This is an optimization exercise on Yosys and OpenROAD, whose aim is small area, not a production implementation.
In this exercise RTL edits were held to simulation tests only and were not proved equivalent to the original.
Power is estimated from default activity; no workload was simulated.

==> inputs of tundra <==
==> flow/design.v <==
module cs_decoder (
    input  wire       clk,
    input  wire       rst,
    input  wire       step,
    input  wire       a,
    output wire       deliver,
    output wire [7:0] frame,
    output wire       timeout
);
    localparam [1:0] IDLE = 2'b00, LEAD = 2'b01, LOWC = 2'b10, HIGHC = 2'b11;
    localparam [6:0] TIF_START = 7'b0001010;
    reg [1:0] d_state;
    reg [6:0] d_tif;
    reg [5:0] d_cnt;
    reg [7:0] d_sr;
    wire idle    = (d_state == IDLE);
    wire over    = !idle && d_tif[5] && (d_tif[3:0] == 4'd0);
    wire bit_val = ~&d_cnt;
    wire bit_end = (d_state == HIGHC) && !over && !a;
    wire [5:0] cnt_inc = (&d_cnt) ? d_cnt : d_cnt + 1'b1;
    assign timeout = step && over;
    assign deliver = step && bit_end && d_sr[7];
    assign frame   = {d_sr[6:0], bit_val};
    always @(posedge clk) begin
        if (rst) begin
            d_state <= IDLE;
        end else if (step) begin
            case (d_state)
                IDLE:  if (a) d_state <= LEAD;
                LEAD:  if (over) d_state <= IDLE; else if (!a) d_state <= LOWC;
                LOWC:  if (over) d_state <= IDLE; else if (a) d_state <= HIGHC;
                default:
                       if (over) d_state <= IDLE;
                       else if (!a) d_state <= d_sr[7] ? IDLE : LOWC;
            endcase
        end
    end
    always @(posedge clk) begin
        if (idle)      d_tif <= TIF_START;
        else if (step) d_tif <= {d_tif[5:0], d_tif[6] ^ d_tif[5]};
    end
    always @(posedge clk) begin
        if (!d_state[1]) d_cnt <= 6'd0;
        else if (step) begin
            if (d_state == LOWC) d_cnt <= a ? ~d_cnt : cnt_inc;
            else                 d_cnt <= a ? cnt_inc : 6'd0;
        end
    end
    always @(posedge clk) begin
        if (idle)         d_sr <= 8'd1;
        else if (step && bit_end) d_sr <= {d_sr[6:0], bit_val};
    end
endmodule
module cs_filter (
    input  wire       clk,
    input  wire       rst,
    input  wire       apply,
    input  wire [7:0] in_frame,
    output wire [7:0] out_frame
);
    localparam [6:0] HOLD_START = 7'b0011001;
    localparam [6:0] HOLD_ZERO  = 7'b0001001;
    reg       f_seen;
    reg       f_last_pump;
    reg [1:0] f_last_fan;
    reg [6:0] f_hold_pump;
    reg [6:0] f_hold_fan;
    wire       pump = in_frame[1];
    wire [1:0] fan  = {in_frame[3], in_frame[2] & ~in_frame[3]};
    wire pump_hold = f_seen && (f_hold_pump[6] | f_hold_pump[4] | f_hold_pump[2] | f_hold_pump[1]);
    wire fan_hold  = f_seen && (f_hold_fan[6]  | f_hold_fan[4]  | f_hold_fan[2]  | f_hold_fan[1]);
    wire [6:0] pump_step = {f_hold_pump[5:0], f_hold_pump[6] ^ f_hold_pump[0]};
    wire [6:0] fan_step  = {f_hold_fan[5:0],  f_hold_fan[6]  ^ f_hold_fan[0]};
    wire       pump_out = pump_hold ? f_last_pump : pump;
    wire [1:0] fan_out  = fan_hold  ? f_last_fan  : fan;
    assign out_frame = {in_frame[7:4], fan_out, pump_out, in_frame[0]};
    always @(posedge clk) begin
        if (rst)        f_seen <= 1'b0;
        else if (apply) f_seen <= 1'b1;
    end
    always @(posedge clk) begin
        if (apply) begin
            f_last_pump <= pump_out;
            f_last_fan  <= fan_out;
            f_hold_pump <= pump_hold ? pump_step :
                           (f_seen && pump != f_last_pump) ? HOLD_START : HOLD_ZERO;
            f_hold_fan  <= fan_hold ? fan_step :
                           (f_seen && fan != f_last_fan) ? HOLD_START : HOLD_ZERO;
        end
    end
endmodule
module cs_encoder (
    input  wire       clk,
    input  wire       rst,
    input  wire       step,
    input  wire       s_valid,
    input  wire [7:0] s_frame,
    output wire       pickup,
    output wire       level
);
    localparam [4:0] P_START = 5'd30, P_BIT = 5'd9;
    reg       e_idle;
    reg [4:0] e_p;
    reg [8:0] e_tx;
    wire p_end = (e_p == 5'd0);
    wire done  = (e_tx[6:0] == 7'd0);
    assign pickup = step && e_idle && s_valid;
    assign level  = !e_idle && ((e_p > 5'd9) || (e_p <= 5'd2) ||
                                (!e_tx[8] && e_p <= 5'd6));
    always @(posedge clk) begin
        if (rst) e_idle <= 1'b1;
        else if (step) begin
            if (e_idle) begin
                if (s_valid) e_idle <= 1'b0;
            end else if (p_end && done) begin
                e_idle <= 1'b1;
            end
        end
    end
    always @(posedge clk) begin
        if (e_idle) begin
            e_p  <= P_START;
            e_tx <= {s_frame, 1'b1};
        end else if (step) begin
            if (p_end) begin
                e_p  <= P_BIT;
                e_tx <= {e_tx[7:0], 1'b0};
            end else begin
                e_p  <= e_p - 1'b1;
            end
        end
    end
endmodule
module coolstat_bridge (
    input  wire       clk,
    input  wire       rst,
    input  wire       tick,
    input  wire       in_pin,
    output wire       out_pin,
    output wire       diag_frame_valid,
    output wire [7:0] diag_frame_raw,
    output wire [7:0] diag_frame_out,
    output wire       diag_timeout
);
    wire step = tick & ~rst;
    wire       deliver;
    wire [7:0] raw;
    wire       timeout;
    wire [7:0] filtered;
    wire       pickup;
    cs_decoder u_dec (
        .clk(clk), .rst(rst), .step(step), .a(in_pin),
        .deliver(deliver), .frame(raw), .timeout(timeout)
    );
    cs_filter u_flt (
        .clk(clk), .rst(rst), .apply(deliver),
        .in_frame(raw), .out_frame(filtered)
    );
    reg       s_valid;
    reg [7:0] s_frame;
    always @(posedge clk) begin
        if (rst)          s_valid <= 1'b0;
        else if (deliver) s_valid <= 1'b1;
        else if (pickup)  s_valid <= 1'b0;
        if (deliver) s_frame <= filtered;
    end
    cs_encoder u_enc (
        .clk(clk), .rst(rst), .step(step),
        .s_valid(s_valid), .s_frame(s_frame),
        .pickup(pickup), .level(out_pin)
    );
    assign diag_frame_valid = deliver;
    assign diag_frame_raw   = deliver ? raw      : 8'd0;
    assign diag_frame_out   = deliver ? filtered : 8'd0;
    assign diag_timeout     = timeout;
endmodule
==> flow/flow/run.sh <==
#!/bin/bash
# Layout flow: the standard flow (standard.sh) with three changes.
#  - Synthesis: the standard synthesis script, except that ABC maps the
#    combinational logic with an area-oriented script (flow/abc_area.script).
#    Flip-flops are mapped by the standard steps before ABC, so the
#    registers, their names and cell types are the standard synthesis's.
#    Adders are left to ABC too (no ADDER_MAP_FILE), which only changes how
#    the combinational logic is mapped.
#  - Port buffers are sky130_fd_sc_hd__buf_1.
#  - The clock tree uses clkbuf_4 and no dummy loads.
# Each tool's output goes to the ORFS logs under orfs/logs; make's own
# output goes to standard.log.
set -euo pipefail
here=$(pwd)
sed -e "s|^  log_cmd abc {\*}\$abc_args|  set abc_args [lreplace \$abc_args 1 1 $here/flow/abc_area.script]\n&|" \
    "$FLOW_HOME/scripts/synth.tcl" > "$here/synth_core.tcl"
grep -q "flow/abc_area.script" "$here/synth_core.tcl"
sed -e "s|source \$::env(SCRIPTS_DIR)/synth.tcl|source $here/synth_core.tcl|" \
    synth_recipe.tcl > "$here/synth_area.tcl"
grep -q "synth_core.tcl" "$here/synth_area.tcl"
bash standard.sh \
  SYNTH_SCRIPT="$here/synth_area.tcl" \
  ADDER_MAP_FILE= \
  BUFFER_PORTS_ARGS="-buffer_cell sky130_fd_sc_hd__buf_1" \
  CTS_ARGS="-sink_clustering_enable -repair_clock_nets -dont_use_dummy_load -buf_list sky130_fd_sc_hd__clkbuf_4" \
  finish > standard.log 2>&1
==> flow/flow/abc_area.script <==
strash
&get -n
&deepsyn -J 1000 -T 600
&put
dch -f
amap
topo
stime -c
==> flow/standard.sh <==
#!/bin/bash
# synth_recipe.tcl (not shown) runs the flow's synth.tcl, then flattens the netlist and writes it again
# the make line also repeats each setting of config.mk as NAME=value (left out here)
make -C /OpenROAD-flow-scripts/flow DESIGN_CONFIG=/design/flow/config.mk WORK_HOME=/design/flow/orfs CLKGATE_MAP_FILE= SYNTH_SCRIPT=/design/flow/synth_recipe.tcl "${@:-finish}"
==> flow/config.mk <==
export PLATFORM = sky130hd
export DESIGN_NAME = coolstat_bridge
export DESIGN_NICKNAME = coolstat_bridge
export VERILOG_FILES = /design/flow/design.v
export SDC_FILE = /design/flow/constraint.sdc
export NUM_CORES = 4
export LEC_CHECK = 0
export CAP_MARGIN = 20
export CORE_MARGIN = 2
export CORE_UTILIZATION = 40
export PLACE_DENSITY = 0.6
export SLEW_MARGIN = 20
==> flow/constraint.sdc <==
create_clock -name core_clock -period 10.0 [get_ports {clk}]
set_input_delay 2.0000 -clock core_clock [delete_from_list [all_inputs] [get_ports {clk}]]
set_output_delay 2.0000 -clock core_clock [all_outputs]
set_load 0.01 [all_outputs]
==> maple (differences from tundra) <==
--- a/flow/design.v
+++ b/flow/design.v
@@ -58,8 +58,8 @@
     input  wire [7:0] in_frame,
     output wire [7:0] out_frame
 );
-    localparam [6:0] HOLD_START = 7'b0011001;
-    localparam [6:0] HOLD_ZERO  = 7'b0001001;
+    localparam [6:0] HOLD_START = 7'b0101100;
+    localparam [6:0] HOLD_ZERO  = 7'b0101010;
     reg       f_seen;
     reg       f_last_pump;
     reg [1:0] f_last_fan;
@@ -67,10 +67,10 @@
     reg [6:0] f_hold_fan;
     wire       pump = in_frame[1];
     wire [1:0] fan  = {in_frame[3], in_frame[2] & ~in_frame[3]};
-    wire pump_hold = f_seen && (f_hold_pump[6] | f_hold_pump[4] | f_hold_pump[2] | f_hold_pump[1]);
-    wire fan_hold  = f_seen && (f_hold_fan[6]  | f_hold_fan[4]  | f_hold_fan[2]  | f_hold_fan[1]);
-    wire [6:0] pump_step = {f_hold_pump[5:0], f_hold_pump[6] ^ f_hold_pump[0]};
-    wire [6:0] fan_step  = {f_hold_fan[5:0],  f_hold_fan[6]  ^ f_hold_fan[0]};
+    wire pump_hold = f_seen && (f_hold_pump[6] | f_hold_pump[4] | f_hold_pump[2] | f_hold_pump[0]);
+    wire fan_hold  = f_seen && (f_hold_fan[6]  | f_hold_fan[4]  | f_hold_fan[2]  | f_hold_fan[0]);
+    wire [6:0] pump_step = {f_hold_pump[5:0], f_hold_pump[6] ^ f_hold_pump[5]};
+    wire [6:0] fan_step  = {f_hold_fan[5:0],  f_hold_fan[6]  ^ f_hold_fan[5]};
     wire       pump_out = pump_hold ? f_last_pump : pump;
     wire [1:0] fan_out  = fan_hold  ? f_last_fan  : fan;
     assign out_frame = {in_frame[7:4], fan_out, pump_out, in_frame[0]};
@@ -98,15 +98,15 @@
     output wire       pickup,
     output wire       level
 );
-    localparam [4:0] P_START = 5'd30, P_BIT = 5'd9;
+    localparam [4:0] P_START = 5'd1, P_BIT = 5'd22;
     reg       e_idle;
     reg [4:0] e_p;
     reg [8:0] e_tx;
-    wire p_end = (e_p == 5'd0);
+    wire p_end = (e_p == 5'd31);
     wire done  = (e_tx[6:0] == 7'd0);
     assign pickup = step && e_idle && s_valid;
-    assign level  = !e_idle && ((e_p > 5'd9) || (e_p <= 5'd2) ||
-                                (!e_tx[8] && e_p <= 5'd6));
+    assign level  = !e_idle && ((e_p < 5'd22) || (e_p >= 5'd29) ||
+                                (!e_tx[8] && e_p >= 5'd25));
     always @(posedge clk) begin
         if (rst) e_idle <= 1'b1;
         else if (step) begin
@@ -126,7 +126,7 @@
                 e_p  <= P_BIT;
                 e_tx <= {e_tx[7:0], 1'b0};
             end else begin
-                e_p  <= e_p - 1'b1;
+                e_p  <= e_p + 1'b1;
             end
         end
     end
--- a/flow/flow/run.sh
+++ b/flow/flow/run.sh
@@ -4,8 +4,6 @@
 #    combinational logic with an area-oriented script (flow/abc_area.script).
 #    Flip-flops are mapped by the standard steps before ABC, so the
 #    registers, their names and cell types are the standard synthesis's.
-#    Adders are left to ABC too (no ADDER_MAP_FILE), which only changes how
-#    the combinational logic is mapped.
 #  - Port buffers are sky130_fd_sc_hd__buf_1.
 #  - The clock tree uses clkbuf_4 and no dummy loads.
 # Each tool's output goes to the ORFS logs under orfs/logs; make's own
@@ -20,7 +18,6 @@
 grep -q "synth_core.tcl" "$here/synth_area.tcl"
 bash standard.sh \
   SYNTH_SCRIPT="$here/synth_area.tcl" \
-  ADDER_MAP_FILE= \
   BUFFER_PORTS_ARGS="-buffer_cell sky130_fd_sc_hd__buf_1" \
   CTS_ARGS="-sink_clustering_enable -repair_clock_nets -dont_use_dummy_load -buf_list sky130_fd_sc_hd__clkbuf_4" \
   finish > standard.log 2>&1
==> flow/flow/abc_area.script (replaced) <==
strash
&get -n
&deepsyn -T 60
&put
dch -f
amap
topo
stime -c
==> comparison table <==
| item | tundra | maple |
|---|---|---|
| Fin crit share | 65.0% | 63.9% |
| Via density per instance | 5.08 | 5.03 |
| Final worst hold slack | 448 ps | 445 ps |
| Die extent in y | 82.3 um | 83.8 um |
| Result of the run | timing/DRC/antenna clean | timing/DRC/antenna clean |
| Standby leakage power | 0.811 nW | 0.855 nW |
| Total length of routed met2 wires | 2.00 mm | 2.04 mm |
| Vias | 1,718 | 1,821 |
| Post-synthesis instance total | 236 | 258 |
| Relative area of non-clock buffer cells in the final design | 3.38% | 3.25% |
| Area of the die | 6770 um2 | 7030 um2 |
| Met2 usage | 22.3% | 19.8% |
| Power spent charging and discharging nets | 0.0836 mW | 0.0817 mW |
| Multi-input gate share of total cell area | 27.8% | 29.3% |

[what the ideal ports hide]
Ports are ideal in the flow. The routed layouts listed here were re-timed in OpenROAD. Step 1 sets driving cells, clkbuf_16 on the clock port and buf_2 on the other inputs (assumed; they add their load-dependent delay and slew). Step 2 adds t to the input delays and takes it off the output delays; t is the mean of the earliest and latest rising clock arrival at the registers after step 1. Input paths then give back, and output paths get back, about the clock's delay inside the block. Slacks: ideal ports / drivers / drivers and shift; pairs: ideal ports / drivers.
run | shift t [ns] | setup WS [ns] | latest minus earliest clock arrival (ns)
tundra | 0.402 | 3.501 / 3.480 / 3.480 | 0.024 / 0.024
maple | 0.395 | 3.612 / 3.591 / 3.591 | 0.031 / 0.031
After both steps every run listed still meets setup and hold.
